Context: an optimization exercise on an open-source flow, tuned for small area, a short achievable clock period and few clock cycles. The choices shown serve that exercise and are no tape-out recipe.
RTL that was checked went through simulation tests only; none was proved equivalent to the original.

==> module t43dr_encoder, before the edit <==
module t43dr_encoder (
    input  wire        clk,
    input  wire        rst,
    input  wire        start_valid,
    output wire        start_ready,
    input  wire [7:0]  cmd,
    input  wire [15:0] len,
    input  wire        data_valid,
    output wire        data_ready,
    input  wire [7:0]  data,
    output wire        wire_valid,
    input  wire        wire_ready,
    output wire [7:0]  wire_data,
    output reg         size_err
);
    localparam [7:0] START = 8'h02;
    localparam [7:0] END   = 8'h03;
    localparam [7:0] ESC   = 8'h1B;
    reg s_idle, s_rej, s_cmd, s_lenh, s_lenl, s_data, s_chk, s_end;
    reg [9:0] cnt;        
    reg [7:0] sum;
    reg       wv;         
    reg       ef;         
    reg [7:0] wd;
    function is_marker(input [7:0] b);
        is_marker = (b == START) || (b == END) || (b == ESC);
    endfunction
    assign wire_valid = wv;
    assign wire_data  = ef ? ESC : wd;
    wire can_load = wire_ready && !ef;
    reg hdr_rdy;
    reg dat_rdy;
    assign start_ready = wire_ready && hdr_rdy;
    assign data_ready  = wire_ready && dat_rdy;
    wire too_long = (|len[15:10]) || (len[9] && (|len[8:0]));
    reg  hdr_seen;
    reg  hdr_long;
    wire go    = s_idle && hdr_seen && !hdr_long;    
    wire d_in  = s_data && data_valid;
    wire load  = can_load && (go || s_cmd || s_lenh || s_lenl || d_in || s_chk || s_end);
    wire [7:0] val = ({8{s_idle}} & START)
                   | ({8{s_cmd}}  & cmd)
                   | ({8{s_lenh}} & {6'd0, cnt[9:8]})
                   | ({8{s_lenl}} & cnt[7:0])
                   | ({8{s_data}} & data)
                   | ({8{s_chk}}  & sum)
                   | ({8{s_end}}  & END);
    wire mk = (s_cmd  && is_marker(cmd))
           || (s_lenh && (cnt[9:8] == 2'd2))
           || (s_lenl && is_marker(cnt[7:0]))
           || (s_data && is_marker(data))
           || (s_chk  && is_marker(sum));
    wire cnt_zero = (cnt == 10'd0);
    wire cnt_one  = (cnt == 10'd1);
    wire n_idle = (s_idle && !go && !(hdr_seen && hdr_long)) || (s_idle && go && !can_load)
               || (s_rej && wire_ready) || (s_end && can_load);
    wire n_rej  = (s_idle && hdr_seen && hdr_long) || (s_rej && !wire_ready);
    wire n_cmd  = (go && can_load) || (s_cmd && !can_load);
    wire n_lenh = (s_cmd && can_load) || (s_lenh && !can_load);
    wire n_lenl = (s_lenh && can_load) || (s_lenl && !can_load);
    wire n_data = (s_lenl && can_load && !cnt_zero) || (s_data && !(d_in && can_load && cnt_one));
    wire n_chk  = (s_lenl && can_load && cnt_zero) || (d_in && can_load && cnt_one) || (s_chk && !can_load);
    wire n_end  = (s_chk && can_load) || (s_end && !can_load);
    wire n_ef = load ? mk : (ef && !wire_ready);
    always @(posedge clk) begin
        if (can_load)
            wd <= val;
        if (load && s_cmd)
            sum <= cmd;
        else if (load && (s_lenh || s_lenl || s_data))
            sum <= sum ^ val;
        if (load && s_cmd)
            cnt <= len[9:0];
        else if (load && s_data)
            cnt <= cnt - 10'd1;
        hdr_long <= too_long;
    end
    always @(posedge clk) begin
        if (rst) begin
            s_idle   <= 1'b1;
            s_rej    <= 1'b0;
            s_cmd    <= 1'b0;
            s_lenh   <= 1'b0;
            s_lenl   <= 1'b0;
            s_data   <= 1'b0;
            s_chk    <= 1'b0;
            s_end    <= 1'b0;
            wv       <= 1'b0;
            ef       <= 1'b0;
            size_err <= 1'b0;
            hdr_rdy  <= 1'b0;
            dat_rdy  <= 1'b0;
            hdr_seen <= 1'b0;
        end else begin
            s_idle   <= n_idle;
            s_rej    <= n_rej;
            s_cmd    <= n_cmd;
            s_lenh   <= n_lenh;
            s_lenl   <= n_lenl;
            s_data   <= n_data;
            s_chk    <= n_chk;
            s_end    <= n_end;
            size_err <= s_rej && wire_ready;
            ef       <= n_ef;
            if (load)
                wv <= 1'b1;
            else if (wire_ready && !ef)
                wv <= 1'b0;
            hdr_rdy  <= n_cmd || n_rej;
            dat_rdy  <= n_data && !n_ef;
            hdr_seen <= start_valid && !start_ready;
        end
    end
endmodule
export LEC_CHECK = 0
export CAP_MARGIN = 20
export CORE_MARGIN = 2
export CORE_UTILIZATION = 40
export SETUP_SLACK_MARGIN = 2.0
export SLEW_MARGIN = 20
create_clock -name core_clock -period 4.0 [get_ports {clk}]
standard.sh (not shown) runs the stock make flow with config.mk's settings and CLKGATE_MAP_FILE= SYNTH_SCRIPT=/design/flow/synth_recipe.tcl, a recipe that flattens the netlist after the stock synthesis.
==> flow/flow/run.sh <==
#!/bin/bash
# Standard ORFS layout, with two changes: the port buffers are a small, fast
# buffer instead of the default delay buffer, and clock tree synthesis adds
# no dummy loads.
set -euo pipefail
PORTBUF=sky130_fd_sc_hd__buf_1
CTS="-sink_clustering_enable -repair_clock_nets -buf_list sky130_fd_sc_hd__clkbuf_8 -dont_use_dummy_load"
bash standard.sh "BUFFER_PORTS_ARGS=-buffer_cell $PORTBUF" "CTS_ARGS=$CTS" finish > standard.log 2>&1
The baseline completed with no timing, DRC or antenna violations.
Testbench counts at the start, summed over its fixed seeds: cycles 75,669.
==> next run, changes <==
--- a/flow/design.v
+++ b/flow/design.v
@@ -44,13 +44,9 @@
                    | ({8{s_lenl}} & cnt[7:0])
                    | ({8{s_data}} & data)
                    | ({8{s_chk}}  & sum)
                    | ({8{s_end}}  & END);
-    wire mk = (s_cmd  && is_marker(cmd))
-           || (s_lenh && (cnt[9:8] == 2'd2))
-           || (s_lenl && is_marker(cnt[7:0]))
-           || (s_data && is_marker(data))
-           || (s_chk  && is_marker(sum));
+    wire mk = !(s_idle || s_end) && is_marker(val);
     wire cnt_zero = (cnt == 10'd0);
     wire cnt_one  = (cnt == 10'd1);
     wire n_idle = (s_idle && !go && !(hdr_seen && hdr_long)) || (s_idle && go && !can_load)
                || (s_rej && wire_ready) || (s_end && can_load);
@@ -64,12 +60,10 @@
     wire n_ef = load ? mk : (ef && !wire_ready);
     always @(posedge clk) begin
         if (can_load)
             wd <= val;
-        if (load && s_cmd)
-            sum <= cmd;
-        else if (load && (s_lenh || s_lenl || s_data))
-            sum <= sum ^ val;
+        if (load && (s_idle || s_cmd || s_lenh || s_lenl || s_data))
+            sum <= s_idle ? 8'h00 : (sum ^ val);
         if (load && s_cmd)
             cnt <= len[9:0];
         else if (load && s_data)
             cnt <= cnt - 10'd1;
Result:
- via count climbs by 2.5%
- global-route usage went down by 0.15 points
- final area went up by about 4.5%
- first-iteration DRC count rises by about 7%
- setup slack is worse by 0.14 ns
Function not checked in the second run of this note: the RTL went through the layout flow alone.

==> afterwards: timing with drivers on the ports <==
How much do the figures lean on ideal ports? The routed layouts below were timed once more, with nothing changed but the port constraints. Step 1 assumes that a clkbuf_16 drives the clock port and a buf_2 every other input. Step 2, shift: input delay + t, output delay - t, t = (earliest + latest rising clock arrival at the registers) / 2. This alone moves slack from input paths to output paths. Slacks: ideal ports / drivers / drivers and shift; pairs: ideal ports / drivers.
run | t, ns | setup slack, ns | worst setup path at the end | cell pins on the clock port's net
the first run | 0.409 | 2.015 / 1.989 / 1.620 | input to register | 1
the second run | 0.380 | 1.880 / 1.855 / 1.475 | input to register | 1
After both steps setup and hold are still met in every run listed. The setup slack of the second run, which loses most, moves by -0.025 ns with the drivers and by -0.405 ns with both steps.
